This is an optimization exercise on Yosys and OpenROAD, whose aim is small area, a short achievable clock period and few clock cycles, not a production implementation.
In this exercise RTL edits were held to simulation tests only and were not proved equivalent to the original.
Power and IR drop assume default switching activity.

==> inputs of run a <==
## fpl
module fpl (
    input  wire         clk,
    input  wire         rst,             
    input  wire         row_we,
    input  wire [6:0]   row_addr,
    input  wire [7:0]   row_wdata,
    input  wire         bitcnt_we,
    input  wire [15:0]  bitcnt_wdata,
    input  wire         cmd_we,
    input  wire [2:0]   cmd_entry,
    output reg  [1:0]   phase,           
    output reg  [2:0]   outcome,
    output reg  [3:0]   variant,
    output reg          mic_ok,
    output wire [15:0]  bitoff,
    output reg  [4:0]   flen,
    output reg  [135:0] frame,           
    output reg  [19:0]  present,
    output reg  [23:0]  f_id,
    output reg  [15:0]  f_batt,
    output reg  [11:0]  f_batt_mv,
    output reg  [15:0]  f_temp,
    output reg  [7:0]   f_hum,
    output reg  [15:0]  f_press,
    output reg  [8:0]   f_wdir,
    output reg  [23:0]  f_wavg,
    output reg  [23:0]  f_wmax,
    output reg  [24:0]  f_rain,
    output reg  [15:0]  f_uv,
    output reg  [3:0]   f_uvi,
    output reg  [23:0]  f_light,
    output reg  [13:0]  f_pm25,
    output reg  [13:0]  f_pm10,
    output reg  [7:0]   f_moist,
    output reg  [2:0]   f_boost,
    output reg  [8:0]   f_adraw,
    output reg  [47:0]  f_rclk
);
==> flow/config.mk <==
export PLATFORM = sky130hd
export DESIGN_NAME = fpl
export DESIGN_NICKNAME = fpl
export VERILOG_FILES = /design/flow/design.v
export SDC_FILE = /design/flow/constraint.sdc
export NUM_CORES = 4
export LEC_CHECK = 0
export CAP_MARGIN = 20
export CORE_MARGIN = 2
export CORE_UTILIZATION = 45
export PLACE_DENSITY = 0.65
export SLEW_MARGIN = 20
export TNS_END_PERCENT = 100
==> flow/constraint.sdc <==
create_clock -name core_clock -period 10.0 [get_ports {clk}]
set_input_delay 2.0000 -clock core_clock [delete_from_list [all_inputs] [get_ports {clk}]]
set_output_delay 2.0000 -clock core_clock [all_outputs]
set_load 0.01 [all_outputs]
standard.sh (not shown) runs the stock make flow with config.mk's settings and CLKGATE_MAP_FILE= SYNTH_SCRIPT=/design/flow/synth_recipe.tcl, a recipe that flattens the netlist after the stock synthesis.
==> flow/flow/run.sh <==
#!/bin/bash
set -euo pipefail
bash standard.sh SETUP_SLACK_MARGIN=6.4 'BUFFER_PORTS_ARGS=-buffer_cell sky130_fd_sc_hd__buf_2' finish > layout_make.log 2>&1
==> run b: changes against run a <==
==> flow/flow/run.sh (replaced) <==
#!/bin/bash
set -euo pipefail
bash standard.sh SETUP_SLACK_MARGIN=6.4 'BUFFER_PORTS_ARGS=-buffer_cell sky130_fd_sc_hd__buf_4' finish > layout_make.log 2>&1
--- a/flow/config.mk
+++ b/flow/config.mk
@@ -8,6 +8,6 @@
 export CAP_MARGIN = 20
 export CORE_MARGIN = 2
-export CORE_UTILIZATION = 45
-export PLACE_DENSITY = 0.65
+export CORE_UTILIZATION = 40
+export PLACE_DENSITY = 0.6
 export SLEW_MARGIN = 20
 export TNS_END_PERCENT = 100
==> run c: changes against run a <==
--- a/flow/config.mk
+++ b/flow/config.mk
@@ -9,4 +9,6 @@
 export CORE_MARGIN = 2
 export CORE_UTILIZATION = 45
+export CTS_CLUSTER_DIAMETER = 100
+export CTS_CLUSTER_SIZE = 20
 export PLACE_DENSITY = 0.65
 export SLEW_MARGIN = 20
==> summary.txt <==
Post-layout util -> 53.1%
Met3 wire len -> 40800 microns
Part of the power in the clock network -> 31.6%
Core Box Area -> 181000 sq um
WHS Endpoint -> frame[133]
Share of cell area taken by multi-input logic gates -> 31.9%
Worst-path cell chain -> or2_2, nor2_2, buf_4, a221oi_1, nand4_1, nor4_4, nand3_1
R2R setup slack -> 6.26 ns
Buffers outside the clock class -> 980
Die area -> 186000 sq um
Achievable Freq -> 267 MHz
Launching point of the worst reg2reg path -> rp[6]
Final WS setup -> 6.26 ns
Reg area -> 51900 sq um
Layout cell share with drive strength beyond 1 -> 21.4%
Area grow syn2layout -> 16.9%
Clock buf count -> 177
Status -> finished clean
-- figures above: run c

==> summary.txt <==
Share of cell area taken by multi-input logic gates -> 30.7%
Xor and xnor area share after synthesis -> 3.05%
Core Box Area -> 181000 sq um
R2R setup slack -> 6.20 ns
Layout cell share with drive strength beyond 1 -> 23.5%
Part of the power in the clock network -> 42.2%
Post-layout util -> 55.1%
Buffers outside the clock class -> 994
Clock buf count -> 263
Achievable Freq -> 263 MHz
Area grow syn2layout -> 21.4%
IO buf count -> 531
Status -> finished clean
Final WS setup -> 6.20 ns
WHS Endpoint -> frame[134]
Reg area -> 51900 sq um
Met3 wire len -> 42100 microns
-- figures above: run a

==> summary.txt <==
Status -> finished clean
Layout cell share with drive strength beyond 1 -> 23.3%
Clock buf count -> 272
Core Box Area -> 204000 sq um
Slew @ Worst Pin -> 1.32 ns
Met3 wire len -> 40200 microns
Final WS setup -> 6.23 ns
Post-layout util -> 49.5%
R2R setup slack -> 6.23 ns
WHS Endpoint -> mic_ok
Part of the power in the clock network -> 42.4%
Reg area -> 51900 sq um
Die area -> 209000 sq um
-- figures above: run b

Testbench counts of run a, summed over its fixed seeds: cycles 21,898.
Testbench counts of run b, summed over its fixed seeds: cycles 21,898.
Testbench counts of run c, summed over its fixed seeds: cycles 21,898.


==> run X: inputs <==
fpl, a different RTL version from the one above (not shown whole).
==> flow/config.mk <==
export PLATFORM = sky130hd
export DESIGN_NAME = fpl
export DESIGN_NICKNAME = fpl
export VERILOG_FILES = /design/flow/design.v
export SDC_FILE = /design/flow/constraint.sdc
export NUM_CORES = 4
export LEC_CHECK = 0
export CAP_MARGIN = 20
export CORE_MARGIN = 2
export CORE_UTILIZATION = 45
export CTS_CLUSTER_DIAMETER = 100
export CTS_CLUSTER_SIZE = 20
export PLACE_DENSITY = 0.65
export SLEW_MARGIN = 20
export TNS_END_PERCENT = 100
==> flow/constraint.sdc <==
create_clock -name core_clock -period 10.0 [get_ports {clk}]
set_input_delay 2.0000 -clock core_clock [delete_from_list [all_inputs] [get_ports {clk}]]
set_output_delay 2.0000 -clock core_clock [all_outputs]
set_load 0.01 [all_outputs]
==> flow/flow/run.sh <==
#!/bin/bash
set -euo pipefail
bash standard.sh SETUP_SLACK_MARGIN=6.4 'BUFFER_PORTS_ARGS=-buffer_cell sky130_fd_sc_hd__buf_2' finish > layout_make.log 2>&1
==> inputs of run C, as changes to run X <==
--- a/flow/design.v
+++ b/flow/design.v
@@ -58,59 +58,28 @@
             crc8_byte = r;
         end
     endfunction
     reg [7:0]  row_mem [0:127];
     reg [10:0] bc;                   
     reg        bc_ill;               
-    reg        b47, b48, b49, b55, b63, b71, b95;       
-    reg        lt160, lt190, gt215, lt440, le510;
     reg [2:0]  entry_r;              
     localparam [1:0] ST_IDLE = 2'd0, ST_REPLAY = 2'd1, ST_FIELDS = 2'd2;
     reg  [1:0] st;
     wire busy   = (st != ST_IDLE);
     wire replay = (st == ST_REPLAY);
-    wire        in_busy = (phase == PH_BUSY);
-    reg         r_we, r_bwe, r_cmd;
-    reg  [6:0]  r_addr;
-    reg  [7:0]  r_wdata;
-    reg  [15:0] r_bitcnt;
-    reg  [2:0]  r_entry;
     always @(posedge clk) begin
-        r_we     <= row_we && !in_busy;
-        r_addr   <= row_addr;
-        r_wdata  <= row_wdata;
-        r_bwe    <= bitcnt_we && !in_busy && !rst;
-        r_bitcnt <= bitcnt_wdata;
-        r_cmd    <= cmd_we && !in_busy && !rst;
-        r_entry  <= cmd_entry;
-    end
-    always @(posedge clk) begin
-        if (r_we)
-            row_mem[r_addr] <= r_wdata;
+        if (row_we && !busy)
+            row_mem[row_addr] <= row_wdata;
     end
     always @(posedge clk) begin
         if (rst) begin
             bc     <= 11'd0;
             bc_ill <= 1'b0;
-            {b47, b48, b49, b55, b63, b71, b95} <= 7'd0;
-            {lt160, lt190, gt215, lt440, le510} <= 5'b11011;
-        end else if (r_bwe) begin
-            bc     <= r_bitcnt[10:0];
-            bc_ill <= (r_bitcnt > 16'd1024);
-            b47    <= (r_bitcnt[10:0] == 11'd47);
-            b48    <= (r_bitcnt[10:0] == 11'd48);
-            b49    <= (r_bitcnt[10:0] == 11'd49);
-            b55    <= (r_bitcnt[10:0] == 11'd55);
-            b63    <= (r_bitcnt[10:0] == 11'd63);
-            b71    <= (r_bitcnt[10:0] == 11'd71);
-            b95    <= (r_bitcnt[10:0] == 11'd95);
-            lt160  <= (r_bitcnt[10:0] < 11'd160);
-            lt190  <= (r_bitcnt[10:0] < 11'd190);
-            gt215  <= (r_bitcnt[10:0] > 11'd215);
-            lt440  <= (r_bitcnt[10:0] < 11'd440);
-            le510  <= (r_bitcnt[10:0] <= 11'd510);
+        end else if (bitcnt_we && !busy) begin
+            bc     <= bitcnt_wdata[10:0];
+            bc_ill <= (bitcnt_wdata > 16'd1024);
         end
     end
     reg  [7:0]  nw;
     wire        covered = ({nw, 3'b000} >= bc);
     reg  [6:0]  rp;
     reg  [7:0]  rd;
@@ -129,18 +98,18 @@
             rv <= 1'b1;
         end else begin
             rp <= nw[6:0];
             rv <= 1'b0;
         end
     end
-    wire        host_w  = r_we;
-    wire        restart = replay ? (nw == 8'd0) : (r_addr == 7'd0);
+    wire        host_w  = row_we && !busy;
+    wire        restart = replay ? (nw == 8'd0) : (row_addr == 7'd0);
     wire        use_b   = replay ? (rv && !covered)
-                                 : (host_w && (r_addr == 7'd0 || {1'b0, r_addr} == nw));
-    wire        inval   = !replay && host_w && (r_addr != 7'd0) && ({1'b0, r_addr} < nw);
-    wire [7:0]  fb      = replay ? rd : r_wdata;
+                                 : (host_w && (row_addr == 7'd0 || {1'b0, row_addr} == nw));
+    wire        inval   = !replay && host_w && (row_addr != 7'd0) && ({1'b0, row_addr} < nw);
+    wire [7:0]  fb      = replay ? rd : row_wdata;
     wire [7:0]  ai      = restart ? 8'd0 : nw;       
     reg  [7:0]  prev1, prev2, prev3;     
     wire [7:0]  al7 = {prev1[0], fb[7:1]};           
     wire [7:0]  al9 = {prev1[6:0], fb[7]};           
     reg  [7:0]  c7, s7, c8, c9;
     reg         c7ok4, c7ok6, c7ok9, s7ok7, s7ok10, c8ok4, c9ok4;
@@ -185,21 +154,21 @@
             if (ai == 8'd10) c7ok9  <= (c7 == al7);
             if (ai == 8'd8)  s7ok7  <= (s7 == al7);
             if (ai == 8'd11) s7ok10 <= (s7 == al7);
             if (ai == 8'd6)  c9ok4  <= (c9 == al9);
             if (restart) begin
                 found <= 1'b0;
-                ck    <= 5'd0;
-                cs    <= 8'd0;
-                ss    <= 8'd0;
-                xs    <= 8'd0;
             end else if (!found) begin
                 if (|m) begin
                     found <= 1'b1;
                     qa    <= ai[6:0];
                     qi    <= mi;
+                    ck    <= 5'd0;
+                    cs    <= 8'd0;
+                    ss    <= 8'd0;
+                    xs    <= 8'd0;
                 end
             end else if (ck != 5'd17) begin
                 for (j = 0; j < 17; j = j + 1)
                     if (ck == j) cap[8*j +: 8] <= alc;
                 ck <= ck + 5'd1;
                 cs <= crc8_byte(cs, alc);
@@ -213,13 +182,13 @@
                 if (ck == 5'd16) ssok16 <= (ss == alc);
             end
         end else if (inval) begin
             nw <= 8'd0;
         end
     end
-    wire [2:0]  ent = replay ? entry_r : r_entry;
+    wire [2:0]  ent = replay ? entry_r : cmd_entry;
     wire [7:0]  row0 = row_mem[0];
     wire [7:0]  row1 = row_mem[1];
     wire        hdr_ff  = (row0 == 8'hFF);
     wire        hdr_fe  = (row0 == 8'hFE);
     wire        hdr_ff9 = (row0 == 8'hFF) && row1[7];
     wire        ones7   = (row0[7:1] == 7'h7F);
@@ -232,32 +201,25 @@
             fr7[8*j +: 8] = {row_mem[j][0], row_mem[j+1][7:1]};
         for (j = 0; j < 5; j = j + 1) begin
             fr8[8*j +: 8] = row_mem[j+1];
             fr9[8*j +: 8] = {row_mem[j+1][6:0], row_mem[j+2][7]};
         end
     end
+    wire b47 = (bc == 11'd47), b48 = (bc == 11'd48), b49 = (bc == 11'd49), b55 = (bc == 11'd55);
+    wire b63 = (bc == 11'd63), b71 = (bc == 11'd71), b95 = (bc == 11'd95);
+    wire lt160 = (bc < 11'd160), lt190 = (bc < 11'd190), gt215 = (bc > 11'd215);
+    wire lt440 = (bc < 11'd440), le510 = (bc <= 11'd510);
     wire [9:0]  q    = {qa, qi};
-    wire        match_now = use_b && !restart && !found && (|m);
-    reg  [10:0] qp1, qp65, qp89, qp137, qp145;
-    reg         qlt60, qv;
-    always @(posedge clk) begin
-        qp1   <= {1'b0, q} + 11'd1;
-        qp65  <= {1'b0, q} + 11'd65;
-        qp89  <= {1'b0, q} + 11'd89;
-        qp137 <= {1'b0, q} + 11'd137;
-        qp145 <= {1'b0, q} + 11'd145;
-        qlt60 <= (q < 10'd60);
-        qv    <= !match_now;
-    end
-    wire        qin   = found && qv;
-    wire        len8  = qin && (bc >= qp65);             
-    wire        len11 = qin && (bc >= qp89);
-    wire        len17 = qin && (bc >= qp137);
-    wire        wh24  = (bc < qp145) && qlt60;
+    wire [11:0] dq   = {1'b0, bc} - {2'b00, q};          
+    wire        qin  = found && !dq[11];
+    wire        len8  = qin && (dq[10:0] >= 11'd65);     
+    wire        len11 = qin && (dq[10:0] >= 11'd89);
+    wire        len17 = qin && (dq[10:0] >= 11'd137);
+    wire        wh24  = (dq[10:0] <= 11'd144) && (q < 10'd60);
     wire [7:0]  cf0   = cap[7:0];
-    wire [10:0] offs  = qp1;
+    wire [10:0] offs  = {1'b0, q} + 11'd1;
     wire ok_wh2  = c8ok4 && (fr8[7:4] == 4'h4);
     wire ok_wh2a = c7ok4 && (fr7[7:4] == 4'h4);
     wire ok_tell = c9ok4 && (fr9[7:4] == 4'h4);
     wire in_wh2  = c8ok4, in_wh2a = c7ok4, in_tell = c9ok4;
     wire in_alv1 = c7ok6, in_0530 = c7ok6 && s7ok7, in_alv2 = c7ok9 && s7ok10;
     wire in_24   = csok15 && ssok16, in_25 = ssok6 && xok, in_32 = ssok6;
@@ -401,13 +363,13 @@
         end
     end
     reg  [10:0] off_r;
     reg  [15:0] vh;              
     assign bitoff = {5'd0, off_r};
     wire illegal = (ent > 3'd4) || bc_ill;
-    wire decide  = replay ? covered : (!busy && r_cmd && (covered || illegal));
+    wire decide  = replay ? covered : (!busy && cmd_we && (covered || illegal));
     always @(posedge clk) begin
         if (rst) begin
             st      <= ST_IDLE;
             phase   <= PH_IDLE;
             outcome <= 3'd0;
             variant <= V_NONE;
@@ -420,18 +382,17 @@
                 outcome <= d_oc;
                 variant <= d_var;
                 vh      <= 16'd1 << d_var;
                 off_r   <= d_off;
                 frame   <= d_frame;
             end
-            if (cmd_we && !in_busy)
-                phase <= PH_BUSY;
             case (st)
             ST_IDLE: begin
-                if (r_cmd) begin
-                    entry_r <= r_entry;
+                if (cmd_we) begin
+                    phase   <= PH_BUSY;
+                    entry_r <= cmd_entry;
                     if (!decide) st <= ST_REPLAY;
                 end
             end
             ST_FIELDS: begin
                 phase <= PH_DONE;
                 st    <= ST_IDLE;
@@ -582,17 +543,16 @@
         if (vh[V_WH5]) begin ta = temp12; tb = 12'd400; end
         else if (c_wh2) begin
             if (temp12[11]) tb = {1'b0, temp12[10:0]};
             else            ta = {1'b0, temp12[10:0]};
         end
         else if (c_0530) begin ta = {1'b0, f1[2:0], f2}; tb = 12'd400; end
-        else if (c_24) begin ta = {1'b0, f3[2:0], f4}; tb = 12'd400; end
+        else if (c_24 && t24ok) begin ta = {1'b0, f3[2:0], f4}; tb = 12'd400; end
         else if (c_25) begin ta = {2'b0, f1[1:0], f2}; tb = 12'd400; end
     end
-    wire [15:0] temp_d = {4'd0, ta} - {4'd0, tb};
-    wire [15:0] temp_v = (c_24 && !t24ok) ? 16'd0 : temp_d;
+    wire [15:0] temp_v = {4'd0, ta} - {4'd0, tb};
     wire [15:0] rr   = c_24 ? {f9, f8} : c_0530 ? {f4, f3} : 16'd0;
     wire        rneg = c_24 && is65;
     wire [23:0] rt   = rneg ? {8'hFF, ~rr} : c_24 ? {3'd0, rbc} : c_0530 ? {3'd0, rbf} : 24'd0;
     wire [23:0] rh   = {1'b0, rr, 7'd0} + rt + {23'd0, rneg};
     wire [24:0] rain_v = {rh, 1'b0};
     function [23:0] wmul;
==> flow/flow/run.sh (replaced) <==
#!/bin/bash
set -euo pipefail
bash standard.sh SETUP_SLACK_MARGIN=6.2 finish > layout_make.log 2>&1
==> flow/config.mk (replaced) <==
export PLATFORM = sky130hd
export DESIGN_NAME = fpl
export DESIGN_NICKNAME = fpl
export VERILOG_FILES = /design/flow/design.v
export SDC_FILE = /design/flow/constraint.sdc
export NUM_CORES = 4
export LEC_CHECK = 0
export CAP_MARGIN = 20
export CORE_MARGIN = 2
export CORE_UTILIZATION = 40
export PLACE_DENSITY = 0.6
export SLEW_MARGIN = 20
export TNS_END_PERCENT = 100
==> inputs of run H, as changes to run X <==
==> flow/config.mk (replaced) <==
export PLATFORM = sky130hd
export DESIGN_NAME = fpl
export DESIGN_NICKNAME = fpl
export VERILOG_FILES = /design/flow/design.v
export SDC_FILE = /design/flow/constraint.sdc
export NUM_CORES = 4
export LEC_CHECK = 0
export CAP_MARGIN = 20
export CORE_MARGIN = 2
export CORE_UTILIZATION = 48
export CTS_CLUSTER_DIAMETER = 100
export CTS_CLUSTER_SIZE = 24
export PLACE_DENSITY = 0.67
export SLEW_MARGIN = 20
export TNS_END_PERCENT = 100
==> comparison table <==
metric	run C	run X	run H
First-pass iteration count of the detailed router	7	13	13
Tcrit/Tclk final	0.410	0.380	0.376
Via-to-Cell Ratio	6.24	6.40	6.52
Min cycle time layout	4100 ps	3800 ps	3760 ps
VDD IR max	0.193 mV	0.137 mV	0.159 mV
Post-synthesis sequential area ratio	0.619	0.623	0.623
Fin area	0.104 mm^2	0.0980 mm^2	0.0972 mm^2
Initial core utilization	0.403	0.452	0.482
Leakage component of the power	38.3 nW	36.5 nW	36.1 nW
Switching power total	5.36 mW	3.85 mW	3.75 mW
Overall track demand over capacity in global routing	0.350	0.377	0.394
Clock Power	7.87 mW	4.90 mW	4.53 mW
Max transition margin	0.139	0.128	0.0939
Combinational logic power	2.62 mW	1.27 mW	1.26 mW
Clock net sink count	1911	2000	2000
Cell Area, Synth	0.0824 mm^2	0.0847 mm^2	0.0847 mm^2
Sum of routed wire segments on met1	139000 um	141000 um	136000 um
Top cell type's share of synthesized area	0.464	0.451	0.451
Outcome	complete, no violations	complete, no violations	complete, no violations
DP Worst Slack	3780 ps	5150 ps	5190 ps
Testbench counts of run X, summed over its fixed seeds: cycles 21,898.
Testbench counts of run C, summed over its fixed seeds: cycles 21,098.
Testbench counts of run H, summed over its fixed seeds: cycles 21,898.

[afterwards: timing with drivers on the ports]
The flow's constraints put no driver on any port. The routed layouts listed below were extracted and timed again, unchanged, in two steps. Step 1 assumes that a clkbuf_16 drives the clock port and a buf_2 every other input. Step 2 times the ports against the registers' clock, not the clock port: input delays grow and output delays shrink by t, the midpoint of the rising clock arrivals with the driver on. a / b / c = ideal ports / drivers / drivers and shift; a / b = the first two.
run	t, ns	setup slack, ns	latest minus earliest clock arrival (ns)	pins driven straight from the clock port
run a of note 1	0.944	6.198 / 6.198 / 5.593	0.059 / 0.059	1
run b of note 1	0.952	6.226 / 6.226 / 5.648	0.057 / 0.057	1
run c of note 1	0.907	6.258 / 6.258 / 5.531	0.054 / 0.055	1
run X of note 2	0.903	6.204 / 6.204 / 5.740	0.064 / 0.064	1
run C of note 2	0.970	5.900 / 5.900 / 4.954	0.093 / 0.093	1
run H of note 2	0.882	6.240 / 6.240 / 5.704	0.082 / 0.082	1
After both steps every run listed still meets setup and hold. For run C of note 2, which loses most, drivers alone change the setup slack by 0.000 ns; drivers and shift together by -0.946 ns.
